This design comes from an exercise in tuning for small area, a short achievable clock period and few clock cycles per item on the open sky130 flow, not from production work.
At most, simulation tests tie the RTL to the original design; equivalence was not proved.
Function not checked in runs 1 to 4: the RTL went through the layout flow alone.
Power and IR drop assume default switching activity.

===== design.v =====
module bls_alu #(
    parameter integer N = 32
) (
    input  wire           clk,
    input  wire           rst,       
    input  wire           start,     
    input  wire [2*N+6:0] iw,        
    output wire           ready,
    output reg            done,
    output reg  [N-1:0]   res,
    output wire [4:0]     flags,     
    output reg  [1:0]     evt,       
    output wire [7:0]     fault,     
    output wire [7:0]     finfo
);
    localparam [3:0] OP_ADD = 4'd0, OP_SUB = 4'd1, OP_MUL = 4'd2, OP_DIV = 4'd3,
                     OP_AND = 4'd4, OP_OR  = 4'd5, OP_XOR = 4'd6, OP_NOT = 4'd7,
                     OP_SHL = 4'd8, OP_SHR = 4'd9, OP_ROL = 4'd10, OP_ROR = 4'd11;
    localparam integer W = N + 4;    
    wire         vop = iw[2*N+6];
    wire         va  = iw[2*N+5];
    wire         vb  = iw[2*N+4];
    wire [3:0]   op  = iw[2*N+3:2*N];
    wire [N-1:0] fa  = iw[2*N-1:N];
    wire [N-1:0] fb  = iw[N-1:0];
    reg          busy;       
    reg          mode_mul;   
    reg  [3:0]   cnt;
    reg  [N-1:0] acc;        
    reg  [N-1:0] opr;        
    reg          c_r, v_r, vsel, zen;
    reg  [1:0]   f_r;
    reg  [3:0]   fi_r;
    assign ready = ~busy;
    assign fault = {6'd0, f_r};
    assign finfo = {4'd0, fi_r};
    assign flags = {^res, res[N-1], v_r | (vsel & |acc), c_r, zen & ~|res};
    wire go     = start & ~busy;
    wire bad1   = ~vop | ~va;
    wire bad2   = (op < OP_NOT) & ~vb;
    wire b_zero = ~|fb;
    wire op_mul = (op == OP_MUL);
    wire op_div = (op == OP_DIV);
    wire op_sub = (op == OP_SUB);
    wire [W-1:0] m_p0 = {4'd0, res[0] ? opr : {N{1'b0}}};
    wire [W-1:0] m_p1 = {3'd0, res[1] ? opr : {N{1'b0}}, 1'b0};
    wire [W-1:0] m_p2 = {2'd0, res[2] ? opr : {N{1'b0}}, 2'b0};
    wire [W-1:0] m_p3 = {1'd0, res[3] ? opr : {N{1'b0}}, 3'b0};
    wire [W-1:0] m_p4 = {4'd0, acc};
    wire [W-1:0] cs1_s = m_p0 ^ m_p1 ^ m_p4;
    wire [W-1:0] cs1_c = {(m_p0[W-2:0] & m_p1[W-2:0]) | (m_p0[W-2:0] & m_p4[W-2:0]) | (m_p1[W-2:0] & m_p4[W-2:0]), 1'b0};
    wire [W-1:0] cs2_s = cs1_s ^ cs1_c ^ m_p2;
    wire [W-1:0] cs2_c = {(cs1_s[W-2:0] & cs1_c[W-2:0]) | (cs1_s[W-2:0] & m_p2[W-2:0]) | (cs1_c[W-2:0] & m_p2[W-2:0]), 1'b0};
    wire [W-1:0] cs3_s = cs2_s ^ cs2_c ^ m_p3;
    wire [W-1:0] cs3_c = {(cs2_s[W-2:0] & cs2_c[W-2:0]) | (cs2_s[W-2:0] & m_p3[W-2:0]) | (cs2_c[W-2:0] & m_p3[W-2:0]), 1'b0};
    wire [N-1:0] d_s1 = {acc[N-2:0], res[N-1]};
    wire [N-1:0] d_d1;
    wire         d_co1;
    bls_alu_add #(.N(N), .L(5)) u_sub (.x(d_s1), .y(~opr), .ci(1'b1), .s(d_d1), .co(d_co1));
    wire         d_q1 = ~d_d1[N-1];
    wire [N-1:0] d_a1 = d_q1 ? d_d1 : d_s1;
    wire [N-1:0] d_s2 = {d_a1[N-2:0], res[N-2]};
    wire         inv  = busy ? ~mode_mul : op_sub;
    wire [W-1:0] ad_x = busy ? (mode_mul ? cs3_s : {4'd0, d_s2})
                             : {4'd0, fa};
    wire [W-1:0] ad_y = busy ? (mode_mul ? cs3_c : {4'd0, ~opr})
                             : {4'd0, op_sub ? ~fb : fb};
    wire [W-1:0] ad;
    wire         ad_co;
    bls_alu_add #(.N(W), .L(6)) u_add (.x(ad_x), .y(ad_y), .ci(inv), .s(ad), .co(ad_co));
    wire         d_q2 = ~ad[N-1];
    wire [N-1:0] d_a2 = d_q2 ? ad[N-1:0] : d_s2;
    wire [N-1:0] st_hi = mode_mul ? ad[W-1:4] : d_a2;
    wire [N-1:0] st_lo = mode_mul ? {ad[3:0], res[N-1:4]} : {res[N-3:0], d_q1, d_q2};
    wire [N:0]  as_full = {ad[N], ad[N-1:0]};
    reg [N-1:0] e_res;
    reg         e_c;
    reg         e_v;
    reg [1:0]   e_evt;
    always @(*) begin
        e_res = {N{1'b0}};
        e_c   = 1'b0;
        e_v   = 1'b0;
        e_evt = 2'd0;
        case (op)
            OP_ADD: begin e_res = as_full[N-1:0]; e_c = as_full[N]; end
            OP_SUB: begin
                e_res = as_full[N-1:0];
                e_c   = ~as_full[N] | b_zero;
                e_v   = (fa[N-1] ^ fb[N-1]) & ~(as_full[N-1] ^ fb[N-1]);
            end
            OP_MUL: ;
            OP_DIV: e_evt = 2'd2;       
            OP_AND: e_res = fa & fb;
            OP_OR:  e_res = fa | fb;
            OP_XOR: e_res = fa ^ fb;
            OP_NOT: e_res = ~fa;
            OP_SHL: begin e_res = {fa[N-2:0], 1'b0};    e_c = fa[N-1]; end
            OP_SHR: begin e_res = {1'b0, fa[N-1:1]};    e_c = fa[0];   end
            OP_ROL: begin e_res = {fa[N-2:0], fa[N-1]}; e_c = fa[N-1]; end
            OP_ROR: begin e_res = {fa[0], fa[N-1:1]};   e_c = fa[0];   end
            default: e_evt = 2'd1;      
        endcase
    end
    wire iter_start = op_mul | (op_div & ~b_zero);
    wire d_exact = ~fb[N-1] | ~|fb[N-2:0];
    wire sk24 = d_exact & ((|fb[N-1:24]) | ~|fa[N-1:8]);
    wire sk16 = d_exact & ((|fb[N-1:16]) | ~|fa[N-1:16]);
    wire sk8  = d_exact & ((|fb[N-1:8])  | ~|fa[N-1:24]);
    reg [N-1:0] d_acc0, d_res0;
    reg [3:0]   d_cnt0;
    always @(*) begin
        if (sk24) begin
            d_acc0 = {8'd0, fa[N-1:8]};   d_res0 = {fa[7:0], 24'd0};  d_cnt0 = 4'd12;
        end else if (sk16) begin
            d_acc0 = {16'd0, fa[N-1:16]}; d_res0 = {fa[15:0], 16'd0}; d_cnt0 = 4'd8;
        end else if (sk8) begin
            d_acc0 = {24'd0, fa[N-1:24]}; d_res0 = {fa[23:0], 8'd0};  d_cnt0 = 4'd4;
        end else begin
            d_acc0 = {N{1'b0}};           d_res0 = fa;                d_cnt0 = 4'd0;
        end
    end
    wire last       = mode_mul ? (cnt == 4'd7) : (cnt == 4'd15);
    always @(posedge clk) begin
        if (rst) begin
            busy  <= 1'b0;
            done  <= 1'b0;
            res   <= {N{1'b0}};
            c_r   <= 1'b0;
            v_r   <= 1'b0;
            vsel  <= 1'b0;
            zen   <= 1'b0;
            evt   <= 2'd0;
            f_r   <= 2'd0;
            fi_r  <= 4'd0;
        end else begin
            done <= 1'b0;
            if (go) begin
                if (bad1) begin
                    f_r  <= 2'd1;
                    fi_r <= {2'd0, ~va, ~vop};
                    done <= 1'b1;
                end else if (bad2) begin
                    f_r  <= 2'd2;
                    fi_r <= op;
                    done <= 1'b1;
                end else if (iter_start) begin
                    acc      <= op_mul ? {N{1'b0}} : d_acc0;
                    opr      <= op_mul ? fa : fb;
                    res      <= op_mul ? fb : d_res0;
                    mode_mul <= op_mul;
                    cnt      <= op_mul ? 4'd0 : d_cnt0;
                    busy     <= 1'b1;
                end else begin
                    res  <= e_res;
                    c_r  <= e_c;
                    v_r  <= e_v;
                    vsel <= 1'b0;
                    zen  <= 1'b1;
                    evt  <= e_evt;
                    f_r  <= 2'd0;
                    fi_r <= 4'd0;
                    done <= 1'b1;
                end
            end else if (busy) begin
                acc <= st_hi;
                res <= st_lo;
                cnt <= cnt + 1'b1;
                if (last) begin
                    busy <= 1'b0;
                    done <= 1'b1;
                    c_r  <= 1'b0;
                    v_r  <= 1'b0;
                    vsel <= mode_mul;
                    zen  <= 1'b1;
                    evt  <= 2'd0;
                    f_r  <= 2'd0;
                    fi_r <= 4'd0;
                end
            end
        end
    end
endmodule
module bls_alu_add #(
    parameter integer N = 32,
    parameter integer L = 5       
) (
    input  wire [N-1:0] x,
    input  wire [N-1:0] y,
    input  wire         ci,
    output wire [N-1:0] s,
    output wire         co
);
    wire [N-1:0] p = x ^ y;
    wire [N-1:0] g = x & y;
    wire [N-1:0] gl [0:L];
    wire [N-1:0] pl [0:L];
    assign gl[0] = {g[N-1:1], g[0] | (p[0] & ci)};
    assign pl[0] = p;
    genvar l, i;
    generate
        for (l = 0; l < L; l = l + 1) begin : lv
            for (i = 0; i < N; i = i + 1) begin : bt
                if ((i >> l) & 1) begin : cmb
                    localparam integer J = ((i >> l) << l) - 1;
                    assign gl[l+1][i] = gl[l][i] | (pl[l][i] & gl[l][J]);
                    assign pl[l+1][i] = pl[l][i] & pl[l][J];
                end else begin : pas
                    assign gl[l+1][i] = gl[l][i];
                    assign pl[l+1][i] = pl[l][i];
                end
            end
        end
    endgenerate
    assign s  = p ^ {gl[L][N-2:0], ci};
    assign co = gl[L][N-1];
endmodule

===== run.sh =====
#!/bin/bash
# synth_recipe.tcl (not shown) runs the flow's synth.tcl, then flattens the netlist and writes it again
# the make line also repeats each setting of config.mk as NAME=value (left out here)
make -C /OpenROAD-flow-scripts/flow DESIGN_CONFIG=/design/flow/config.mk WORK_HOME=/design/flow/orfs CLKGATE_MAP_FILE= SYNTH_SCRIPT=/design/flow/synth_recipe.tcl finish

===== config.mk =====
export PLATFORM = sky130hd
export DESIGN_NAME = bls_alu
export DESIGN_NICKNAME = bls_alu
export VERILOG_FILES = /design/flow/design.v
export SDC_FILE = /design/flow/constraint.sdc
export NUM_CORES = 4
export LEC_CHECK = 0
export CAP_MARGIN = 20
export CORE_MARGIN = 2
export CORE_UTILIZATION = 40
export SETUP_SLACK_MARGIN = 4
export SLEW_MARGIN = 20

===== constraint.sdc =====
create_clock -name core_clock -period 10.0 [get_ports {clk}]
set_input_delay 2.0000 -clock core_clock [delete_from_list [all_inputs] [get_ports {clk}]]
set_output_delay 2.0000 -clock core_clock [all_outputs]
set_load 0.01 [all_outputs]

==> results of run 1 <==
-- how the worst max path moves through the flow --
stage / start / depth (start not counted) / endpoint / slack (ns)
global placement: iw[66] / 19 / acc[10] / 2.31
detailed placement: res[31] / 23 / acc[10] / 2.08
global route: acc[4] / 24 / acc[23] / 3.31
floorplan: iw[66] / 19 / acc[28] / 4.00
CTS: opr[0] / 25 / c_r / 3.58
finish: acc[3] / 24 / acc[23] / 3.48
-- tightest hold or removal path, delay by kind of cell (launching register included) --
family	cells	cell delay [ns]
AND/OR/NAND/NOR	1	0.06
flip-flops	1	0.30
AO/OA/AOI/OAI	1	0.06
-- per-stage QoR --
step | utilization | power, mW | cells | area (um2)
6_report | 0.504 | 2.18 | 2973 | 21600
3_3_place_gp | 0.444 | 1.29 | 2837 | 19100
5_1_grt | 0.504 | 2.24 | 2973 | 21600
2_1_floorplan | - | 0.995 | 2256 | 17600
4_1_cts | 0.492 | 2.10 | 2948 | 21100
3_5_place_dp | 0.444 | 1.29 | 2837 | 19100
-- layer usage --
layer | routed length [um] | share of wire | track usage | vias to the layer above
li1 | - | - | - | 8222
met1 | 32200 | 0.38 | 0.479 | 9301
met2 | 36500 | 0.43 | 0.569 | 1449
met3 | 10200 | 0.12 | 0.0919 | 400
met4 | 6010 | 0.071 | 0.209 | 2
met5 | 10 | 0.00012 | 0 | -
-- kinds of logic (layout without fill, tap and decap cells) --
group / Yosys count / count (layout) / share of synthesized area
AOI/OAI and AO/OA: 662 / 663 / 0.251
and+or+nand+nor: 638 / 643 / 0.160
buffers and inverters: 395 / 520 / 0.0909
adders and majority gates: 257 / 257 / 0.230
DFF: 115 / 115 / 0.172
xor gates and xnor gates: 96 / 96 / 0.0483
muxes: 83 / 83 / 0.0478
other: 1 / 11 / 0.000215
-- registers in the layout (all words and copies together) (netlist names) --
signal / count
fi_r: 4
acc: 32
busy: 1
c_r: 1
v_r: 1
vsel: 1
cnt: 4
evt: 2
zen: 1
f_r: 2
done: 1
res: 32
mode_mul: 1
opr: 32
-- cell usage in the layout (no fill, tap or decap), types with 13 or more instances in the layout --
master and count:
o211ai_1 13, a22o_1 16, a221oi_1 37, o22ai_1 45, nand2_1 297, nand3_1 28
mux2i_1 65, a221oi_2 13, a22oi_1 14, nor4_1 17, edfxtp_1 69, buf_4 116
dfxtp_1 44, o21ai_0 184, a221o_1 14, o221ai_1 35, clkbuf_16 17, inv_1 221
fa_1 99, a21o_1 15, xnor2_1 68, o21ai_1 33, a21oi_2 15, ha_1 144
nor2_1 174, a211oi_1 30, clkdlybuf4s50_1 115, a21oi_1 86, a222oi_1 18, nor3_1 14
-- where the power goes --
group	internal, mW	switching, mW	leakage [nW]
clock network	0.416	0.269	0.297
registers	0.518	0.0143	0.998
logic	0.388	0.579	7.53
-- repair_timing --
item | CTS | global route
gates cloned | 9 | 0
setup endpoints to repair | 64 | 62
pin swaps | 87 | 61
resized for setup | 163 | 70
setup buffers | 70 | 23
-- cell type report --
type                       instances  area, um2
antenna                            1       2.50
inverter                         232        876
clock inverter                    13        185
fill                            4169      21300
sequential                       115       3000
tap                              585        732
clock buffer                      19        433
multi-input combinational       1752      14000
timing repair buffer             256       2410
==> run notes, run 1 <==
- Pre-CTS setup slack: 2.08 ns
- Gr usage total: 0.372
- Worst path required time: 10.20 ns
- Count leader, synth: nand2_1
- Clk Latency, worst-skew pair: 0.47 ns
- Status: no timing/DRC/antenna violations
- Cts bufs inserted: 17
- Root buffer cell: clkbuf_16
- Reg2Reg Capture Point: acc[23]
- Clock Pin Slew Worst Setup and Hold Paths: 0.07 ns
- Hold path start: v_r
- Seq/Total Area, Yosys: 0.172
- Number of remaining DRC errors: 0
- Post-Syn Area per Cell: 7.75 um2
- Unrepaired setup endpoints after global routing: true
- Chip height: 213 um
- Final hold slack: 0.468 ns
- EDFF count, synth: 69
- Slew Limit Fails: 0
- Worst vdd ir: 0.118 mV
- Hold endpoint: v_r
- CP Launch Type: flip-flop
- R2R Path Start: acc[3]
- Total number of vias: 19374
- Worst-Margin Slew: 1.20 ns
- WP buf/inv: 6
- Delay-heaviest family, CP: compound AO/OA/AOI/OAI gates
- Layout Nets: 2705
- Leakage power: 8.82 nW
- Synth cell count leaders: nand2_1 (302), inv_1 (227), o21ai_0 (215)
- DRT iter0 DRCs: 3121
- Flop-to-flop setup slack: 3.48 ns
- Drt wl/cell: 28.5 um
- Fin. Hold Viols: 0
- I/O pin cnt: 131
- Largest net degree at the start of global routing: 102
- Hold Crit Class: reg2reg
- Post-synth ARST share: 0
- Hold Crit Depth: 2
- CP Capture Type: flip-flop
- Layout cells sized above 1: 0.148
- Number of global-route vias before repair: 18603
- Initial core utilization: 0.405
- Synthesis Warnings: 3
- Final Skew: 0.0139 ns
- Most Frequent Cell on Critical Path: o211ai_1
- MaxCap Viol Count: 0
- CTS Hold Bufs: 0
- Core ar.: 43000 um2
- Yosys top cell area share: 0.121
- Yosys top cell by area: fa_1
- Minimum clock period: 6.52 ns
- Worst Path Max Fanout: 7
- Die area: 45200 um2
- DRT Pass-1 Iters: 9
- Final setup fails: 0
- Normalized max-slew margin: 0.191
- First-pass GRT wire length: 123 mm
- Final GP Congestion: 1.01
- Max stage delay on crit path: 0.50 ns
- Mapped Cells: 2247
- Yosys reg bits: 115
- Cell variety after synth: 81
- Post-route antenna net violation count: 0
- Fmax: 153 MHz
- Worst-path cell chain: ha_1, o211ai_1, o211ai_1, nand3_2, a211o_4, a21o_1, a311oi_4, buf_6, buf_16, buf_4, mux2i_2, o221ai_1, ha_2, o2111ai_4, a2111oi_4, buf_4, o211ai_1, a211oi_2, o21bai_4, and2_4, buf_4, buf_6, a22oi_2, o211ai_1
- Top cells by area, synth: fa_1 (12%), edfxtp_1 (12%), ha_1 (11%)
- Total gr overflow: 0
- Worst EP arrival: 6.71 ns
- Die width: 213 um
- Cell Area, Synth: 17400 um2
- IO Port Bufs: 120
- Kind of critical path: reg2reg
- Initial antenna violation count: 3
- R2R depth: 24
- CTS tree: built
- Final worst-path cycle share: 0.652
- H-tree depth reported by CTS: 4
- Top_reg_cell synth: edfxtp_1
- # clock sinks: 115
- Routed vias/inst: 6.52
- Area growth syn-to-layout: 24.3%
- Final WL: 84.9 mm
- FP Rows: 76
- Min setup slack post-route: 3.48 ns
- Power per Cell Area: 101 nW/um2
- Setup TNS: 0 ns
- Post-detail-place hpwl: 59.8 mm
- CP max-delay cell: edfxtp_1
- Max clock buf depth: 2
==> run 2: changes to the inputs <==
--- a/design.v
+++ b/design.v
@@ -72,37 +72,28 @@
     wire [N-1:0] d_a2 = d_q2 ? ad[N-1:0] : d_s2;
     wire [N-1:0] st_hi = mode_mul ? ad[W-1:4] : d_a2;
     wire [N-1:0] st_lo = mode_mul ? {ad[3:0], res[N-1:4]} : {res[N-3:0], d_q1, d_q2};
-    wire [N:0]  as_full = {ad[N], ad[N-1:0]};
-    reg [N-1:0] e_res;
-    reg         e_c;
-    reg         e_v;
-    reg [1:0]   e_evt;
-    always @(*) begin
-        e_res = {N{1'b0}};
-        e_c   = 1'b0;
-        e_v   = 1'b0;
-        e_evt = 2'd0;
-        case (op)
-            OP_ADD: begin e_res = as_full[N-1:0]; e_c = as_full[N]; end
-            OP_SUB: begin
-                e_res = as_full[N-1:0];
-                e_c   = ~as_full[N] | b_zero;
-                e_v   = (fa[N-1] ^ fb[N-1]) & ~(as_full[N-1] ^ fb[N-1]);
-            end
-            OP_MUL: ;
-            OP_DIV: e_evt = 2'd2;       
-            OP_AND: e_res = fa & fb;
-            OP_OR:  e_res = fa | fb;
-            OP_XOR: e_res = fa ^ fb;
-            OP_NOT: e_res = ~fa;
-            OP_SHL: begin e_res = {fa[N-2:0], 1'b0};    e_c = fa[N-1]; end
-            OP_SHR: begin e_res = {1'b0, fa[N-1:1]};    e_c = fa[0];   end
-            OP_ROL: begin e_res = {fa[N-2:0], fa[N-1]}; e_c = fa[N-1]; end
-            OP_ROR: begin e_res = {fa[0], fa[N-1:1]};   e_c = fa[0];   end
-            default: e_evt = 2'd1;      
-        endcase
-    end
-    wire iter_start = op_mul | (op_div & ~b_zero);
+    wire [N:0]   as_full = {ad[N], ad[N-1:0]};
+    wire s_as  = (op[3:1] == 3'd0);                  
+    wire s_and = (op == OP_AND), s_or = (op == OP_OR), s_xor = (op == OP_XOR);
+    wire s_not = (op == OP_NOT);
+    wire s_shl = (op == OP_SHL) | (op == OP_ROL);
+    wire s_shr = (op == OP_SHR) | (op == OP_ROR);
+    wire [N-1:0] sh_l = {fa[N-2:0], (op == OP_ROL) & fa[N-1]};
+    wire [N-1:0] sh_r = {(op == OP_ROR) & fa[0], fa[N-1:1]};
+    wire [N-1:0] e_res = ({N{s_as}}         & as_full[N-1:0])
+                       | ({N{s_and | s_or}} & (fa & fb))
+                       | ({N{s_or | s_xor}} & (fa ^ fb))
+                       | ({N{s_not}}        & ~fa)
+                       | ({N{s_shl}}        & sh_l)
+                       | ({N{s_shr}}        & sh_r);
+    wire e_c = ((op == OP_ADD) & as_full[N])
+             | (op_sub & (~as_full[N] | b_zero))
+             | (s_shl & fa[N-1])
+             | (s_shr & fa[0]);
+    wire e_v = op_sub & (fa[N-1] ^ fb[N-1]) & ~(as_full[N-1] ^ fb[N-1]);
+    wire [1:0] e_evt = {op_div, op[3] & op[2]};      
+    wire a_zero = ~|fa;
+    wire iter_start = (op_mul & ~a_zero & ~b_zero) | (op_div & ~b_zero);
     wire d_exact = ~fb[N-1] | ~|fb[N-2:0];
     wire sk24 = d_exact & ((|fb[N-1:24]) | ~|fa[N-1:8]);
     wire sk16 = d_exact & ((|fb[N-1:16]) | ~|fa[N-1:16]);
--- a/config.mk
+++ b/config.mk
@@ -8,5 +8,5 @@
 export CAP_MARGIN = 20
 export CORE_MARGIN = 2
 export CORE_UTILIZATION = 40
-export SETUP_SLACK_MARGIN = 4
+export SETUP_SLACK_MARGIN = 4.5
 export SLEW_MARGIN = 20
==> run 2 against run 1 <==
Total power down 0.54%. Final cell count down 4.4%. Worst setup slack worse by 0.31 ns. Sequential cell count unchanged. Die area down 5.2%. Largest cell class unchanged. Largest power group unchanged. Highest routed layer is now met4.
==> run notes, run 2 <==
- Max stage delay on crit path: 0.62 ns (+0.12 ns)
- Cell variety after synth: 78 (-3.7%)
- Worst path required time: 10.32 ns (+0.12 ns)
- R2R depth: 32 (+33%)
- Design Power: 2.17 mW (-0.54%)
- Drt wl/cell: 27.6 um (-3.3%)
- EDFF count, synth: 69 (unchanged)
- Reg2Reg Capture Point: c_r
- Internal Power: 1.32 mW (-0.18%)
- Top_reg_cell synth: edfxtp_1
- Die area: 42900 um2 (-5.2%)
- Worst-Margin Slew: 1.25 ns (+0.0489 ns)
- R2R Path Start: res[31]
- H-tree depth reported by CTS: 4 (unchanged)
- Crit path from: res[31]
- Minimum clock period: 6.82 ns (+0.307 ns)
- Net Sw Frac: 0.393 (-0.00223)
- Total number of vias: 18583 (-4.1%)
- Setup TNS: 0 ns (unchanged)
- Largest net degree at the start of global routing: 160 (+57%)
- CTS tree: built
- WP buf/inv: 3 (-3)
- CP Launch Type: flip-flop
- Number of remaining DRC errors: 0 (unchanged)
- Layout Nets: 2589 (-4.3%)
- Fin. Hold Viols: 0 (unchanged)
- Final setup fails: 0 (unchanged)
- Hold Crit Depth: 2 (unchanged)
- Number of global-route vias before repair: 18093 (-2.7%)
- MaxCap Viol Count: 0 (unchanged)
- Worst vdd ir: 0.0864 mV (-26%)
- Yosys top cell by area: fa_1
- Final Skew: 0.0128 ns (-0.00106 ns)
- Post-synth ARST share: 0 (unchanged)
- First-pass GRT wire length: 115 mm (-6.3%)
- Most frequent cells in the layout: nand2_1 (289), nor2_1 (190), inv_1 (177)
- Pre-CTS setup slack: 2.17 ns (+0.0887 ns)
- Initial antenna violation count: 1 (-2)
- Clock Pin Slew Worst Setup and Hold Paths: 0.06 ns (about the same)
- CTS Hold Bufs: 0 (unchanged)
- P_sw: 853 uW (-1.1%)
- Gr usage total: 0.351 (-0.0204)
- IO Port Bufs: 120 (unchanged)
- Post-detail-place hpwl: 53.2 mm (-11%)
- Leakage power: 8.48 nW (-3.9%)
- FP Rows: 74 (-2.6%)
- Layout fillers: 3791 (-9.1%)
- Yosys top cell area share: 0.127 (+0.00671)
- Status: no timing/DRC/antenna violations
- Final GP Congestion: 1.02 (+0.68%)
- Max clock buf depth: 2 (unchanged)
- # clock sinks: 115 (unchanged)
- Power per Cell Area: 102 nW/um2 (+0.65%)
- Worst Path Max Fanout: 6 (-1)
- Count leader, synth: nand2_1
- Clock power frac: 0.288 (-0.026)
- Sequential share of power: 0.245 (about the same)
- Commonest non-fill, non-tap cell in the layout: nand2_1
- Root buffer cell: clkbuf_16
- Kind of critical path: reg2reg
- Worst EP arrival: 7.14 ns (+0.43 ns)
- Initial core utilization: 0.405 (about the same)
- Flop-to-flop setup slack: 3.18 ns (-0.31 ns)
- Normalized max-slew margin: 0.161 (-0.0299)
- Post-route antenna net violation count: 0 (unchanged)
- Largest registers in the final layout: acc (32), opr (32), res (32)
- DRT iter0 DRCs: 2415 (-23%)
- Total gr overflow: 0 (unchanged)
- Final worst-path cycle share: 0.682 (+0.0307)
- Post-Syn Area per Cell: 7.70 um2 (-0.62%)
- Worst Setup EP: c_r
- Layout cells sized above 1: 0.188 (+0.0397)
- Core ar.: 40700 um2 (-5.2%)
- Combinational share of power: 0.467 (+0.024)
- Final WL: 78.4 mm (-7.6%)
- Hold Crit Class: reg2reg
- Yosys reg bits: 115 (unchanged)
- Delay-heaviest family, CP: compound AO/OA/AOI/OAI gates
- CP max-delay cell: fa_2
- Unrepaired setup endpoints after global routing: true
- Mapped Cells: 2142 (-4.7%)
- Slew Limit Fails: 0 (unchanged)
- Synthesis Warnings: 3 (unchanged)
- CP Capture Type: flip-flop
- Cts bufs inserted: 17 (unchanged)
- Top cells by area, synth: fa_1 (13%), edfxtp_1 (13%), ha_1 (8.7%)
- Min setup slack post-route: 3.18 ns (-0.307 ns)
- Area growth syn-to-layout: 29.6%
- Routed vias/inst: 6.54 (+0.37%)
- Die width: 207 um (-2.6%)
- I/O pin cnt: 131 (unchanged)
- Fmax: 147 MHz (-4.5%)
- Critical Path Stages: 32 (+33%)
- Clk Latency, worst-skew pair: 0.46 ns (about the same)
- Seq/Total Area, Yosys: 0.181 (+0.00955)
- Seq. cell area: 3000 um2 (+0.13%)
- Footprint of the multi-input gates: 13600 um2 (-2.8%)
- DRT Pass-1 Iters: 9 (unchanged)
- Cell Area, Synth: 16500 um2 (-5.3%)
- Chip height: 207 um (-2.6%)
- Synth cell count leaders: nand2_1 (295), nor2_1 (205), o21ai_0 (186)
## run 2: changes by cell type after synthesis, sizes merged, moves of 11 or more
cell    previous run  this run
a22o              16         1
clkbuf           106       131
inv              228       180
mux2               1        21
buf               57        43
ha               152       115
o22ai             48        35
o221ai            44        11
nor2             184       206
mux2i             82        55
o211ai            13        26
o21ai            223       187
nand3             29        40
## run 2: worst min-delay path by stage
stage                     start   to  slack (ns)
final                       zen  zen        0.46
after global routing        zen  zen        0.49
after CTS                   zen  zen        0.46
after detailed placement    zen  zen        0.45
after global placement      zen  zen        0.44
after floorplan             zen  zen        0.43
## run 2: per-stage QoR
| step | area (um2) | std cells | utilization | hold WS, ns |
|---|---|---|---|---|
| after CTS | 20400 | 2785 | 0.500 | 0.456 |
| after floorplan | 16800 | 2151 | - | 0.426 |
| after detailed placement | 18200 | 2668 | 0.446 | 0.447 |
| after global routing | 21400 | 2840 | 0.525 | 0.489 |
| final | 21400 | 2841 | 0.525 | 0.462 |
| after global placement | 18200 | 2668 | 0.446 | 0.440 |
## run 2: area by class of cell
class	instances	area share
Multi-Input combinational cell	1684	0.637
Sequential cell	115	0.140
Timing Repair Buffer	296	0.133
Inverter	181	0.0319
Tap cell	532	0.0311
Clock buffer	22	0.0237
Clock inverter	10	0.00304
Antenna cell	1	0.000117
## run 2: repair_timing
item                                    4_1_cts  5_1_grt
pin swaps                                    83      120
gates resized for setup                     160      121
buffers inserted                             81       55
gates cloned                                  4        0
endpoints found under the setup margin       70      103
## run 2: power by group through the flow
stage	Sequential [mW]	Combinational [mW]	Clock [mW]
after CTS	0.533	0.845	0.621
after floorplan	0.539	0.419	0
final	0.533	1.02	0.625
after detailed placement	0.543	0.676	0
after global placement	0.543	0.673	0
after global routing	0.534	1.05	0.642
## run 2: logic make-up after synthesis
logic type / Yosys count / synth area share
AND/OR/NAND/NOR: 669 / 0.175
AO/OA/AOI/OAI: 609 / 0.243
buffers and inverters: 355 / 0.0864
adder cells (fa/ha/maj): 220 / 0.215
flip-flops: 115 / 0.181
XOR/XNOR: 97 / 0.0515
multiplexers: 76 / 0.0477
other: 1 / 0.000227
## run 2: worst register-to-register path: cells and delay by family (launching register included)
family | cells | cell delay [ns]
AO/OA/AOI/OAI | 15 | 2.89
adder cells (fa/ha/maj) | 4 | 1.29
buffers and inverters | 3 | 0.38
flip-flops | 1 | 0.36
multiplexers | 2 | 0.55
AND/OR/NAND/NOR | 8 | 1.24
## run 2: layer usage
metal / track usage / vias to the layer above / share of wire
met5: 0 / - / 0
li1: - / 7898 / -
met2: 0.532 / 1330 / 0.43
met1: 0.467 / 9028 / 0.39
met4: 0.214 / 0 / 0.074
met3: 0.0619 / 327 / 0.11
==> run 3: changes to the inputs <==
--- a/design.v
+++ b/design.v
@@ -28,6 +28,7 @@
     reg  [3:0]   cnt;
     reg  [N-1:0] acc;        
     reg  [N-1:0] opr;        
+    reg          dq;         
     reg          c_r, v_r, vsel, zen;
     reg  [1:0]   f_r;
     reg  [3:0]   fi_r;
@@ -53,23 +54,22 @@
     wire [W-1:0] cs2_c = {(cs1_s[W-2:0] & cs1_c[W-2:0]) | (cs1_s[W-2:0] & m_p2[W-2:0]) | (cs1_c[W-2:0] & m_p2[W-2:0]), 1'b0};
     wire [W-1:0] cs3_s = cs2_s ^ cs2_c ^ m_p3;
     wire [W-1:0] cs3_c = {(cs2_s[W-2:0] & cs2_c[W-2:0]) | (cs2_s[W-2:0] & m_p3[W-2:0]) | (cs2_c[W-2:0] & m_p3[W-2:0]), 1'b0};
-    wire [N-1:0] d_s1 = {acc[N-2:0], res[N-1]};
+    wire [N-1:0] d_x1 = {acc[N-2:0], res[N-1]};
     wire [N-1:0] d_d1;
     wire         d_co1;
-    bls_alu_add #(.N(N), .L(5)) u_sub (.x(d_s1), .y(~opr), .ci(1'b1), .s(d_d1), .co(d_co1));
+    bls_alu_add #(.N(N), .L(5)) u_sub (.x(d_x1), .y(dq ? ~opr : opr), .ci(dq), .s(d_d1), .co(d_co1));
     wire         d_q1 = ~d_d1[N-1];
-    wire [N-1:0] d_a1 = d_q1 ? d_d1 : d_s1;
-    wire [N-1:0] d_s2 = {d_a1[N-2:0], res[N-2]};
-    wire         inv  = busy ? ~mode_mul : op_sub;
-    wire [W-1:0] ad_x = busy ? (mode_mul ? cs3_s : {4'd0, d_s2})
+    wire [N-1:0] d_x2 = {d_d1[N-2:0], res[N-2]};
+    wire         inv  = busy ? (~mode_mul & d_q1) : op_sub;
+    wire [W-1:0] ad_x = busy ? (mode_mul ? cs3_s : {4'd0, d_x2})
                              : {4'd0, fa};
-    wire [W-1:0] ad_y = busy ? (mode_mul ? cs3_c : {4'd0, ~opr})
+    wire [W-1:0] ad_y = busy ? (mode_mul ? cs3_c : {4'd0, d_q1 ? ~opr : opr})
                              : {4'd0, op_sub ? ~fb : fb};
     wire [W-1:0] ad;
     wire         ad_co;
     bls_alu_add #(.N(W), .L(6)) u_add (.x(ad_x), .y(ad_y), .ci(inv), .s(ad), .co(ad_co));
     wire         d_q2 = ~ad[N-1];
-    wire [N-1:0] d_a2 = d_q2 ? ad[N-1:0] : d_s2;
+    wire [N-1:0] d_a2 = ad[N-1:0];
     wire [N-1:0] st_hi = mode_mul ? ad[W-1:4] : d_a2;
     wire [N-1:0] st_lo = mode_mul ? {ad[3:0], res[N-1:4]} : {res[N-3:0], d_q1, d_q2};
     wire [N:0]   as_full = {ad[N], ad[N-1:0]};
@@ -95,23 +95,11 @@
     wire a_zero = ~|fa;
     wire iter_start = (op_mul & ~a_zero & ~b_zero) | (op_div & ~b_zero);
     wire d_exact = ~fb[N-1] | ~|fb[N-2:0];
-    wire sk24 = d_exact & ((|fb[N-1:24]) | ~|fa[N-1:8]);
-    wire sk16 = d_exact & ((|fb[N-1:16]) | ~|fa[N-1:16]);
-    wire sk8  = d_exact & ((|fb[N-1:8])  | ~|fa[N-1:24]);
-    reg [N-1:0] d_acc0, d_res0;
-    reg [3:0]   d_cnt0;
-    always @(*) begin
-        if (sk24) begin
-            d_acc0 = {8'd0, fa[N-1:8]};   d_res0 = {fa[7:0], 24'd0};  d_cnt0 = 4'd12;
-        end else if (sk16) begin
-            d_acc0 = {16'd0, fa[N-1:16]}; d_res0 = {fa[15:0], 16'd0}; d_cnt0 = 4'd8;
-        end else if (sk8) begin
-            d_acc0 = {24'd0, fa[N-1:24]}; d_res0 = {fa[23:0], 8'd0};  d_cnt0 = 4'd4;
-        end else begin
-            d_acc0 = {N{1'b0}};           d_res0 = fa;                d_cnt0 = 4'd0;
-        end
-    end
-    wire last       = mode_mul ? (cnt == 4'd7) : (cnt == 4'd15);
+    wire d_skip  = d_exact & ((|fb[N-1:26]) | ~|fa[N-1:6]);
+    wire [N-1:0] d_acc0 = d_skip ? {6'd0, fa[N-1:6]} : {N{1'b0}};
+    wire [N-1:0] d_res0 = d_skip ? {fa[5:0], 26'd0} : fa;
+    wire [3:0]   d_cnt0 = d_skip ? 4'd13 : 4'd0;
+    wire last = mode_mul ? (cnt == 4'd7) : (cnt == 4'd15);
     always @(posedge clk) begin
         if (rst) begin
             busy  <= 1'b0;
@@ -141,6 +129,7 @@
                     res      <= op_mul ? fb : d_res0;
                     mode_mul <= op_mul;
                     cnt      <= op_mul ? 4'd0 : d_cnt0;
+                    dq       <= 1'b1;
                     busy     <= 1'b1;
                 end else begin
                     res  <= e_res;
@@ -156,6 +145,7 @@
             end else if (busy) begin
                 acc <= st_hi;
                 res <= st_lo;
+                dq  <= d_q2;
                 cnt <= cnt + 1'b1;
                 if (last) begin
                     busy <= 1'b0;
==> run 3 against run 2 <==
Still clean on timing, DRC and antenna. Via count fell by 11%. First-iteration DRC count fell by 16%. Clock skew fell by 0.0022 ns. Wire length fell by 14%. Combinational power barely moved. Highest routed layer unchanged.
==> run notes, run 3 <==
- Most frequent cells in the layout: nand2_1 (310), inv_1 (149), a21oi_1 (145)
- Global-route met1 utilization: 0.419 (-0.0485)
- Worst path required time: 10.39 ns (+0.07 ns)
- First-pass GRT wire length: 101 mm (-12%)
- Normalized max-slew margin: 0.169 (+0.00828)
- Most Frequent Cell on Critical Path: fa_2
- Leakage power: 8.42 nW (-0.75%)
- DRT Pass-1 Iters: 5 (-4)
- CP max-delay cell: fa_2
- Drt wl/cell: 24.9 um (-9.9%)
- Layout cells sized above 1: 0.150 (-0.0377)
- Unrepaired setup endpoints after global routing: true
- Final WL: 67.1 mm (-14%)
- IO Port Bufs: 120 (unchanged)
- Power per Cell Area: 110 nW/um2 (+8.3%)
- EDFF count, synth: 70 (+1.4%)
- Die width: 209 um (+0.97%)
- Layout fillers: 3917 (+3.3%)
- Top cells by area, synth: edfxtp_1 (12%), fa_1 (12%), ha_1 (8.5%)
- Initial antenna violation count: 0 (-1)
- Fmax: 146 MHz (-0.41%)
- GRT met2 Usage: 0.461 (-0.0706)
- CP Launch Type: flip-flop
- Status: no timing/DRC/antenna violations
- Design Area, Final: 20600 um2 (-3.5%)
- Most Crowded Layer GR: met2
- MaxCap Viol Count: 0 (unchanged)
- Largest registers in the final layout: acc (32), opr (32), res (32)
- Post-Syn Area per Cell: 8.20 um2 (+6.4%)
- Count leader, synth: nand2_1
- Max stage delay on crit path: 0.57 ns (-0.05 ns)
- Min setup slack post-route: 3.15 ns (-0.0282 ns)
- Initial core utilization: 0.403 (-0.00201)
- DRT iter0 DRCs: 2020 (-16%)
- Synthesis Warnings: 3 (unchanged)
- Cell Area, Placed: 18400 um2 (+1.5%)
- Slew Limit Fails: 0 (unchanged)
- Worst vdd ir: 0.142 mV (+65%)
- Routed vias/inst: 6.14 (-6.1%)
- Fin. Hold Viols: 0 (unchanged)
- Minimum clock period: 6.85 ns (+0.0282 ns)
- Gr usage total: 0.304 (-0.0474)
- Area growth syn-to-layout: 22.6%
- CP Capture Type: flip-flop
- Worst-Margin Slew: 1.25 ns (-0.00779 ns)
- FP Rows: 75 (+1.4%)
- Setup TNS: 0 ns (unchanged)
- I/O pin cnt: 131 (unchanged)
- Design Power: 2.27 mW (+4.5%)
- Worst EP arrival: 7.24 ns (+0.10 ns)
- Total number of vias: 16577 (-11%)
- Largest net degree at the start of global routing: 183 (+14%)
- Number of remaining DRC errors: 0 (unchanged)
- Final setup fails: 0 (unchanged)
- Flop-to-flop setup slack: 3.15 ns (-0.03 ns)
- Kind of critical path: reg2reg
- Post-detail-place hpwl: 47.4 mm (-11%)
- CTS tree: built
- Top_reg_cell synth: edfxtp_1
- Chip height: 209 um (+0.97%)
- Max clock buf depth: 2 (unchanged)
- Seq/Total Area, Yosys: 0.180 (-0.00176)
- Root buffer cell: clkbuf_16
- Final GP Congestion: 0.985 (-3.2%)
- Number of global-route vias before repair: 16159 (-11%)
- Final worst-path cycle share: 0.685 (+0.00282)
- Layout Nets: 2441 (-5.7%)
- Yosys top cell by area: edfxtp_1
- Cell variety after synth: 94 (+21%)
- N_diodes: 0 (-1)
- Total gr overflow: 0 (unchanged)
- Cts bufs inserted: 17 (unchanged)
- Post-synth ARST share: 0 (unchanged)
- Worst Path Max Fanout: 7 (+1)
- Post-route antenna net violation count: 0 (unchanged)
- Core ar.: 41800 um2 (+2.5%)
- Hold Crit Class: reg2reg
- Clock Pin Slew Worst Setup and Hold Paths: 0.06 ns (about the same)
- Final non-filler cell total: 2700 (-5.0%)
- Yosys top cell area share: 0.125 (-0.00249)
- Commonest non-fill, non-tap cell in the layout: nand2_1
- Mapped Cells: 2053 (-4.2%)
- Synth cell count leaders: nand2_1 (314), a21oi_1 (167), inv_1 (151)
- Pre-CTS setup slack: 1.77 ns (-0.401 ns)
- Placed Instances: 2591 (-2.9%)
- Yosys reg bits: 116 (+0.87%)
- H-tree depth reported by CTS: 4 (unchanged)
- # clock sinks: 116 (+0.87%)
- GR Util met3: 0.0407 (-0.0211)
- Cell Area, Synth: 16800 um2 (+2.0%)
- Die area: 43700 um2 (+2.0%)
- Clk Latency, worst-skew pair: 0.46 ns (about the same)
- Final Skew: 0.0106 ns (-0.00219 ns)
==> run 3: layout make-up <==
cell class	count	area, um2	area share
clock buffer	22	518	0.0251
clock inverter	10	160	0.00776
inverter	153	574	0.0278
multi-input combinational	1629	13500	0.655
sequential	116	3030	0.147
tap	539	674	0.0327
timing repair buffer	231	2160	0.105
==> run 3: logic make-up (layout without fill, tap and decap cells) <==
family                     Yosys count  after routing  share of synthesized area
buffers and inverters              317            416                     0.0758
other                                1             10                   0.000223
DFF                                116            116                      0.180
AOI/OAI and AO/OA                  514            514                      0.204
adders and majority gates          219            219                      0.210
xor gates and xnor gates           158            158                      0.107
muxes                               74             74                     0.0444
and+or+nand+nor                    654            654                      0.179
==> run 3: metal layers <==
layer	up-vias	share of wire
met1	8013	0.41
met4	0	0.055
met5	-	0
li1	7346	-
met2	994	0.44
met3	224	0.093
==> run 3: path summary, 6_finish.rpt <==
path / end / cells after the start / startpoint
hold reg to reg: evt[0] / 2 / evt[0]
hold / removal: evt[0] / 2 / evt[0]
setup / recovery: c_r / 32 / dq
setup reg to reg: c_r / 32 / dq
==> run 3: report_power, final <==
part	switching, mW	total [mW]	internal [mW]
Combinational	0.561	0.996	0.435
Sequential	0.0314	0.560	0.528
Clock	0.246	0.714	0.468
Total	0.838	2.27	1.43
==> run 3: what timing repair did <==
action	in CTS	in global routing
pin swaps	57	77
gates resized for setup	101	110
gates cloned	0	0
setup buffers	48	29
hold buffers	0	0
endpoints found under the setup margin	67	67
==> run 3: worst max-delay path, delay by kind of cell, from the launching register on <==
| kind | cells | cell delay, ns |
|---|---|---|
| AOI/OAI and AO/OA | 17 | 3.27 |
| xor gates and xnor gates | 3 | 0.45 |
| adders and majority gates | 4 | 1.53 |
| buffers and inverters | 4 | 0.48 |
| DFF | 1 | 0.46 |
| and+or+nand+nor | 4 | 0.59 |
==> run 3: stage by stage <==
stage                     utilization  hold slack, ns
after floorplan                     -           0.426
after global placement          0.441           0.443
after detailed placement        0.441           0.451
after CTS                       0.477           0.463
after global routing            0.494           0.472
final                           0.494           0.458
==> run 4: changes to the inputs <==
==> flow/run.sh (new file) <==
#!/bin/bash
# The standard layout (the standard.sh, standard synthesis included), with
# plain buf_2 cells as the input and output port buffers instead of the
# clock-delay buffers that buffer_ports picks on its own.
set -euo pipefail
cd "$(dirname "${BASH_SOURCE[0]}")/.."
export BUFFER_PORTS_ARGS="-buffer_cell sky130_fd_sc_hd__buf_2"
bash standard.sh > standard_flow.log 2>&1
==> standard.sh (new file) <==
#!/bin/bash
# synth_recipe.tcl (not shown) runs the flow's synth.tcl, then flattens the netlist and writes it again
# the make line also repeats each setting of config.mk as NAME=value (left out here)
make -C /OpenROAD-flow-scripts/flow DESIGN_CONFIG=/design/flow/config.mk WORK_HOME=/design/flow/orfs CLKGATE_MAP_FILE= SYNTH_SCRIPT=/design/flow/synth_recipe.tcl "${@:-finish}"
removed: run.sh
==> run 4 against run 3 <==
Cell area down 3.1%. Critical path type unchanged. Combinational power down 2%. Fmax down 1.5%. Highest routed layer unchanged. Still clean.
==> run notes, run 4 <==
- Cts bufs inserted: 17 (unchanged)
- Max stage delay on crit path: 0.60 ns (+0.03 ns)
- Top_reg_cell synth: edfxtp_1
- Min setup slack post-route: 3.04 ns (-0.106 ns)
- DRT Pass-1 Iters: 6 (+1)
- Yosys top cell by area: edfxtp_1
- Cell Area, Synth: 16800 um2 (unchanged)
- Core ar.: 41800 um2 (unchanged)
- Fin. Hold Viols: 0 (unchanged)
- Worst path required time: 10.38 ns (about the same)
- Layout Nets: 2435 (-0.25%)
- Design Power: 2.21 mW (-2.5%)
- FP Rows: 75 (unchanged)
- Die area: 43700 um2 (unchanged)
- Worst Path Max Fanout: 6 (-1)
- Kind of critical path: reg2reg
- Crit path from: dq
- Minimum clock period: 6.96 ns (+0.106 ns)
- Root buffer cell: clkbuf_16
- Seq/Total Area, Yosys: 0.180 (unchanged)
- Max clock buf depth: 2 (unchanged)
- WP buf/inv: 7 (+3)
- Hold path start: evt[0]
- Cell variety after synth: 94 (unchanged)
- Post-detail-place hpwl: 47.4 mm (about the same)
- CP Capture Type: flip-flop
- First-pass GRT wire length: 101 mm (about the same)
- Final hold slack: 0.455 ns (-0.00290 ns)
- Routed vias/inst: 6.20 (+1.0%)
- Number of remaining DRC errors: 0 (unchanged)
- Mapped Cells: 2053 (unchanged)
- IO Port Bufs: 120 (unchanged)
- Worst EP arrival: 7.34 ns (+0.10 ns)
- Commonest non-fill, non-tap cell in the layout: nand2_1
- Count leader, synth: nand2_1
- Clock Pin Slew Worst Setup and Hold Paths: 0.06 ns (about the same)
- Post-route antenna net violation count: 0 (unchanged)
- Fmax: 144 MHz (-1.5%)
- Leakage power: 8.50 nW (+0.95%)
- Drt wl/cell: 24.9 um (about the same)
- Yosys reg bits: 116 (unchanged)
- Final setup fails: 0 (unchanged)
- Hold Crit Class: reg2reg
- Synthesis Warnings: 3 (unchanged)
- Largest net degree at the start of global routing: 142 (-22%)
- Normalized max-slew margin: 0.256 (+0.0861)
- Die width: 209 um (unchanged)
- Number of global-route vias before repair: 16557 (+2.5%)
- Power per Cell Area: 111 nW/um2 (+0.63%)
- Initial antenna violation count: 0 (unchanged)
- CP max-delay cell: fa_2
- Gr usage total: 0.304 (about the same)
- H-tree depth reported by CTS: 4 (unchanged)
- Clk Latency, worst-skew pair: 0.45 ns (about the same)
- Initial core utilization: 0.403 (unchanged)
- Final WL: 67.0 mm (-0.14%)
- R2R Path Start: dq
- Worst-Margin Slew: 1.11 ns (-0.133 ns)
- CTS tree: built
- Top cells by area, synth: edfxtp_1 (12%), fa_1 (12%), ha_1 (8.5%)
- Post-synth ARST share: 0 (unchanged)
- EDFF count, synth: 70 (unchanged)
- Yosys top cell area share: 0.125 (unchanged)
- Total gr overflow: 0 (unchanged)
- Delay-heaviest family, CP: compound AO/OA/AOI/OAI gates
- Final Skew: 0.0105 ns (-0.000114 ns)
- Worst vdd ir: 0.131 mV (-8.0%)
- Largest registers in the final layout: acc (32), opr (32), res (32)
- MaxCap Viol Count: 0 (unchanged)
- CTS Hold Bufs: 0 (unchanged)
- Status: no timing/DRC/antenna violations
- Total number of vias: 16706 (+0.78%)
- Unrepaired setup endpoints after global routing: true
- N_diodes: 0 (unchanged)
- # clock sinks: 116 (unchanged)
- Chip height: 209 um (unchanged)
- Final GP Congestion: 0.963 (-2.3%)
- Synth cell count leaders: nand2_1 (314), a21oi_1 (167), inv_1 (151)
- Pre-CTS setup slack: 2.22 ns (+0.458 ns)
- Final worst-path cycle share: 0.696 (+0.0106)
- Area growth syn-to-layout: 18.8%
- Slew Limit Fails: 0 (unchanged)
- DRT iter0 DRCs: 1959 (-3.0%)
- Setup TNS: 0 ns (unchanged)
- Layout cells sized above 1: 0.199 (+0.0487)
- I/O pin cnt: 131 (unchanged)
- Post-Syn Area per Cell: 8.20 um2 (unchanged)
- CP Launch Type: flip-flop
- Most frequent cells in the layout: nand2_1 (311), a21oi_1 (148), inv_1 (148)
## run 4: cell counts after synthesis
No cell type changed its count.
## run 4: layer usage
layer	wire, um	track usage	up-vias
met3	6460	0.0497	263
met1	26400	0.394	8103
li1	-	-	7323
met2	30000	0.477	1017
met5	0	0	-
met4	4100	0.180	0
## run 4: path summary, 6_finish.rpt
check                               to  slack (ns)  cells past startpoint
worst max-delay path               c_r        3.04                     33
worst min-delay path            evt[0]        0.46                      2
worst max register to register     c_r        3.04                     33
worst min register to register  evt[0]        0.46                      2
## run 4: cell families after synthesis
kind of cell               Yosys count  share of synthesized area
adders and majority gates          219                      0.210
other                                1                   0.000223
buffers and inverters              317                     0.0758
muxes                               74                     0.0444
AOI/OAI and AO/OA                  514                      0.204
DFF                                116                      0.180
and+or+nand+nor                    654                      0.179
xor gates and xnor gates           158                      0.107
## run 4: worst register-to-register path: cells and delay by family (launching register included)
family                   cells  cell delay (ns)
adder cells (fa/ha/maj)      3             1.28
buffers and inverters        7             0.89
AO/OA/AOI/OAI               17             3.35
flip-flops                   1             0.43
XOR/XNOR                     2             0.35
AND/OR/NAND/NOR              4             0.61
## run 4: cell type report
class / count / area [um2]
clock buffer: 20 / 437
fill: 3905 / 21800
timing repair buffer: 225 / 1580
tap: 539 / 674
clock inverter: 12 / 185
sequential: 116 / 3030
inverter: 153 / 574
multi-input combinational: 1629 / 13500
## run 4: what timing repair did
item                       in CTS  in global routing
resized for setup             122                 83
pin swaps                      54                 81
gates cloned                    2                  0
setup endpoints to repair      67                 67
setup buffers                  51                 20
## run 4: through the flow
stage | area [um2] | cells | utilization
floorplan | 17000 | 2062 | -
global placement | 17800 | 2589 | 0.427
detailed placement | 17800 | 2589 | 0.427
CTS | 19400 | 2674 | 0.466
global route | 20000 | 2694 | 0.479
finish | 20000 | 2694 | 0.479
## run 4: report_power, final
part	leakage, nW	internal [mW]	switching [mW]
Sequential	1.01	0.528	0.0265
Combinational	7.18	0.407	0.569
Clock	0.304	0.438	0.245
==> run 5: changes to the inputs <==
--- a/design.v
+++ b/design.v
@@ -57,22 +57,24 @@
     wire [N-1:0] d_x1 = {acc[N-2:0], res[N-1]};
     wire [N-1:0] d_d1;
     wire         d_co1;
-    bls_alu_add #(.N(N), .L(5)) u_sub (.x(d_x1), .y(dq ? ~opr : opr), .ci(dq), .s(d_d1), .co(d_co1));
+    bls_alu_add #(.N(N), .L(5)) u_sub (.x(d_x1), .y(dq ? ~opr : opr), .ci(dq), .s(d_d1), .co(d_co1), .c());
     wire         d_q1 = ~d_d1[N-1];
     wire [N-1:0] d_x2 = {d_d1[N-2:0], res[N-2]};
-    wire         inv  = busy ? (~mode_mul & d_q1) : op_sub;
-    wire [W-1:0] ad_x = busy ? (mode_mul ? cs3_s : {4'd0, d_x2})
-                             : {4'd0, fa};
-    wire [W-1:0] ad_y = busy ? (mode_mul ? cs3_c : {4'd0, d_q1 ? ~opr : opr})
-                             : {4'd0, op_sub ? ~fb : fb};
+    wire         s_div = busy & ~mode_mul;
+    wire [W-1:0] ad_x = s_div ? {4'd0, d_x2}
+                              : (busy ? cs3_s : {4'd0, fa});
+    wire [W-1:0] ad_y = s_div ? {4'd0, opr ^ {N{d_q1}}}
+                              : (busy ? cs3_c : {4'd0, op_sub ? ~fb : fb});
+    wire         inv  = s_div ? d_q1 : (~busy & op_sub);
     wire [W-1:0] ad;
     wire         ad_co;
-    bls_alu_add #(.N(W), .L(6)) u_add (.x(ad_x), .y(ad_y), .ci(inv), .s(ad), .co(ad_co));
+    wire [W:0]   ad_c;
+    bls_alu_add #(.N(W), .L(6)) u_add (.x(ad_x), .y(ad_y), .ci(inv), .s(ad), .co(ad_co), .c(ad_c));
     wire         d_q2 = ~ad[N-1];
     wire [N-1:0] d_a2 = ad[N-1:0];
     wire [N-1:0] st_hi = mode_mul ? ad[W-1:4] : d_a2;
     wire [N-1:0] st_lo = mode_mul ? {ad[3:0], res[N-1:4]} : {res[N-3:0], d_q1, d_q2};
-    wire [N:0]   as_full = {ad[N], ad[N-1:0]};
+    wire [N:0]   as_full = {ad_c[N], ad[N-1:0]};    
     wire s_as  = (op[3:1] == 3'd0);                  
     wire s_and = (op == OP_AND), s_or = (op == OP_OR), s_xor = (op == OP_XOR);
     wire s_not = (op == OP_NOT);
@@ -170,7 +172,8 @@
     input  wire [N-1:0] y,
     input  wire         ci,
     output wire [N-1:0] s,
-    output wire         co
+    output wire         co,
+    output wire [N:0]   c         
 );
     wire [N-1:0] p = x ^ y;
     wire [N-1:0] g = x & y;
@@ -193,6 +196,7 @@
             end
         end
     endgenerate
-    assign s  = p ^ {gl[L][N-2:0], ci};
-    assign co = gl[L][N-1];
+    assign c  = {gl[L], ci};
+    assign s  = p ^ c[N-1:0];
+    assign co = c[N];
 endmodule
==> run.sh (new file) <==
#!/bin/bash
# synth_recipe.tcl (not shown) runs the flow's synth.tcl, then flattens the netlist and writes it again
# the make line also repeats each setting of config.mk as NAME=value (left out here)
make -C /OpenROAD-flow-scripts/flow DESIGN_CONFIG=/design/flow/config.mk WORK_HOME=/design/flow/orfs CLKGATE_MAP_FILE= SYNTH_SCRIPT=/design/flow/synth_recipe.tcl finish
removed: flow/run.sh
removed: standard.sh
==> run 5 against run 4 <==
Still clean on timing, DRC and antenna. Global-route usage is 2.1 points higher. Combinational power up 2%. Clock skew grew 0.00079 ns. Critical path type is now in2reg. Critical endpoint is now acc[28].
==> run notes, run 5 <==
- Number of remaining DRC errors: 0 (unchanged)
- Worst-Margin Slew: 1.16 ns (+0.0520 ns)
- N_diodes: 0 (unchanged)
- MaxCap Viol Count: 0 (unchanged)
- Commonest non-fill, non-tap cell in the layout: nand2_1
- Die width: 204 um (-2.5%)
- Top cells by area, synth: edfxtp_1 (13%), fa_1 (13%), ha_1 (8.9%)
- Cell variety after synth: 74 (-21%)
- DRT iter0 DRCs: 2121 (+8.3%)
- R2R depth: 25 (-24%)
- Hold Crit Class: reg2reg
- Worst path required time: 10.28 ns (-0.10 ns)
- EDFF count, synth: 70 (unchanged)
- Final setup fails: 0 (unchanged)
- Synthesis Warnings: 3 (unchanged)
- Minimum clock period: 6.99 ns (+0.0287 ns)
- Final Skew: 0.0113 ns (+0.000794 ns)
- Fin. Hold Viols: 0 (unchanged)
- Die area: 41500 um2 (-5.0%)
- Crit path from: iw[64]
- Normalized max-slew margin: 0.222 (-0.0338)
- Cell Area, Synth: 16000 um2 (-5.1%)
- Largest net degree at the start of global routing: 70 (-51%)
- Initial core utilization: 0.404 (+0.000814)
- CTS Hold Bufs: 0 (unchanged)
- Status: no timing/DRC/antenna violations
- Post-synth ARST share: 0 (unchanged)
- Hold Crit Depth: 2 (unchanged)
- CTS tree: built
- Count leader, synth: nand2_1
- Largest registers in the final layout: acc (32), opr (32), res (32)
- GR Util met3: 0.0687 (+0.0190)
- Gr usage total: 0.324 (+0.0206)
- Final GP Congestion: 0.922 (-4.3%)
- Setup TNS: 0 ns (unchanged)
- First-pass GRT wire length: 101 mm (+0.49%)
- Synth cell count leaders: nand2_1 (296), nor2_1 (169), inv_1 (153)
- Unrepaired setup endpoints after global routing: true
- Mapped Cells: 2018 (-1.7%)
- Leakage power: 8.03 nW (-5.5%)
- R2R Path Start: dq
- Flop-to-flop setup slack: 3.06 ns (+0.02 ns)
- Post-detail-place hpwl: 46.5 mm (-1.9%)
- Final hold slack: 0.496 ns (+0.0403 ns)
- Fmax: 143 MHz (-0.41%)
- Top_reg_cell synth: edfxtp_1
- Seq/Total Area, Yosys: 0.189 (+0.00965)
- Total gr overflow: 0 (unchanged)
- Post-Syn Area per Cell: 7.91 um2 (-3.5%)
- Total number of vias: 16569 (-0.82%)
- Hold path start: fi_r[0]
- Most Crowded Layer GR: met2
- H-tree depth reported by CTS: 4 (unchanged)
- Initial antenna violation count: 0 (unchanged)
- Global-route met1 utilization: 0.439 (+0.0448)
- Cts bufs inserted: 17 (unchanged)
- Max clock buf depth: 2 (unchanged)
- Drt wl/cell: 25.3 um (+1.6%)
- GRT met2 Usage: 0.496 (+0.0190)
- Worst EP arrival: 7.27 ns (-0.07 ns)
- IO Port Bufs: 120 (unchanged)
- Clock Pin Slew Worst Setup and Hold Paths: 0.06 ns (about the same)
- Routed vias/inst: 6.25 (+0.71%)
- Yosys top cell area share: 0.132 (+0.00671)
- Hold endpoint: fi_r[0]
- DRT Pass-1 Iters: 7 (+1)
- CP Capture Type: flip-flop
- Yosys top cell by area: edfxtp_1
- Most frequent cells in the layout: nand2_1 (295), nor2_1 (159), inv_1 (152)
- Final Util: 0.499 (+0.0198)
- Post-route antenna net violation count: 0 (unchanged)
- Core ar.: 39500 um2 (-5.3%)
- Chip height: 204 um (-2.5%)
- Area growth syn-to-layout: 23.5%
- Number of global-route vias before repair: 16240 (-1.9%)
- # clock sinks: 116 (unchanged)
- Worst Path Max Fanout: 16 (+10)
- Layout Nets: 2408 (-1.1%)
- Final WL: 67.1 mm (about the same)
- Clk Latency, worst-skew pair: 0.46 ns (about the same)
- CP Launch Type: primary input
- Layout cells sized above 1: 0.135 (-0.0633)
- Worst vdd ir: 0.153 mV (+17%)
- Slew Limit Fails: 0 (unchanged)
- FP Rows: 73 (-2.7%)
- Root buffer cell: clkbuf_16
- Yosys reg bits: 116 (unchanged)
- I/O pin cnt: 131 (unchanged)
- Reg2Reg Capture Point: acc[28]
- Final worst-path cycle share: 0.699 (+0.00287)
- Kind of critical path: in2reg
- Power per Cell Area: 111 nW/um2 (+0.41%)
[run 5: cell count changes in the layout (fill, tap and decap cells not counted), moves of 14 or more]
cell,previous run,this run
o21ai_0,49,66
mux2i_1,67,53
a221o_1,7,27
xnor3_1,29,1
buf_2,120,2
nand2_1,311,295
clkdlybuf4s50_1,0,117
o22ai_1,15,40
a21oi_1,148,115
a21boi_0,20,1
nor2_1,104,159
o211ai_1,38,8
a211oi_1,26,47
[run 5: worst max path at each step]
stage                     cells past startpoint      end  slack, ns
final                                        17  acc[28]       3.01
after global routing                         25  acc[28]       2.94
after CTS                                    25  acc[30]       3.07
after detailed placement                     27  acc[28]       1.79
after global placement                       27  acc[28]       1.96
after floorplan                              28  acc[28]       3.48
[run 5: area by class of cell]
type | count | area (um2)
Sequential cell | 116 | 3030
Clock inverter | 12 | 116
Timing Repair Buffer | 227 | 2110
Clock buffer | 20 | 479
Inverter | 156 | 586
Multi-Input combinational cell | 1597 | 12700
Tap cell | 525 | 657
Fill cell | 3733 | 19800
[run 5: logic make-up (layout without fill, tap and decap cells)]
logic type | after synthesis | count (layout) | synth area share
other cells | 1 | 10 | 0.000235
fa+ha+maj | 219 | 219 | 0.221
xor+xnor | 140 | 144 | 0.0777
flops | 116 | 116 | 0.189
mux | 58 | 58 | 0.0367
buf+inv | 318 | 415 | 0.0788
simple gates | 670 | 670 | 0.189
compound gates | 496 | 496 | 0.208
[run 5: through the flow]
step / cells / cell area [um2] / total power [mW] / worst slack [ns]
final: 2653 / 19700 / 2.19 / 3.01
after global routing: 2653 / 19700 / 2.29 / 2.94
after CTS: 2638 / 19400 / 2.15 / 3.07
after detailed placement: 2549 / 17600 / 1.34 / 1.79
after global placement: 2549 / 17600 / 1.34 / 1.96
after floorplan: 2027 / 16100 / 1.06 / 3.48
[run 5: what timing repair did]
| item | in CTS | in global routing |
|---|---|---|
| buffers inserted | 54 | 12 |
| endpoints found under the setup margin | 67 | 68 |
| pin swaps | 86 | 19 |
| cloned | 3 | 3 |
| resized for setup | 123 | 27 |
| hold endpoints to repair | 0 | 0 |
[run 5: worst max-delay path: stages]
cell             delay, ns
clkdlybuf4s50_1       0.95
nand2_4               0.36
buf_6                 0.30
xnor2_1               0.15
o22ai_1               0.10
a211oi_1              0.28
ha_1                  0.31
o21ai_0               0.26
o21bai_1              0.17
a221o_1               0.42
and4bb_4              0.41
o31ai_4               0.08
a31o_4                0.24
a221o_1               0.34
a21oi_2               0.19
fa_2                  0.48
a211oi_2              0.21
[run 5: per-layer routing]
| layer | up-vias | routed length, um |
|---|---|---|
| li1 | 7232 | - |
| met3 | 232 | 7140 |
| met5 | - | 0 |
| met4 | 0 | 3220 |
| met2 | 1087 | 29600 |
| met1 | 8018 | 27200 |
[run 5: power by group]
part           internal [mW]  switching, mW
sequential             0.529         0.0274
combinational          0.435          0.559
clock                  0.375          0.266
total                   1.34          0.853
Testbench counts of run 5, summed over its fixed seeds: cycles 3,967, instrs 1,600.

what the ideal ports hide:
Ports are ideal in the flow. The routed layouts listed here were re-timed in OpenROAD. Step 1, drivers: a clkbuf_16 drives clk and a buf_2 each remaining input, both assumed. Step 2 times the ports against the registers' clock, not the clock port: input delays grow and output delays shrink by t, the midpoint of the rising clock arrivals with the driver on. Three values: ideal ports, drivers, drivers and shift; two values: the first two.
| run | t, ns | slack for setup (ns) | clock arrival spread, ns | worst register clock-pin slew, ns |
|---|---|---|---|---|
| run 1 | 0.513 | 3.484 / 3.484 / 3.260 | 0.014 / 0.014 | 0.07 / 0.07 |
| run 2 | 0.504 | 3.178 / 3.178 / 2.748 | 0.013 / 0.013 | 0.07 / 0.07 |
| run 3 | 0.502 | 3.149 / 3.149 / 2.839 | 0.011 / 0.011 | 0.06 / 0.06 |
| run 4 | 0.500 | 3.043 / 3.043 / 3.024 | 0.010 / 0.011 | 0.06 / 0.06 |
| run 5 | 0.508 | 3.014 / 3.041 / 2.534 | 0.011 / 0.011 | 0.07 / 0.07 |
After both steps every run listed still meets setup and hold. For run 5, which loses most, drivers alone change the setup slack by +0.027 ns; drivers and shift together by -0.480 ns.
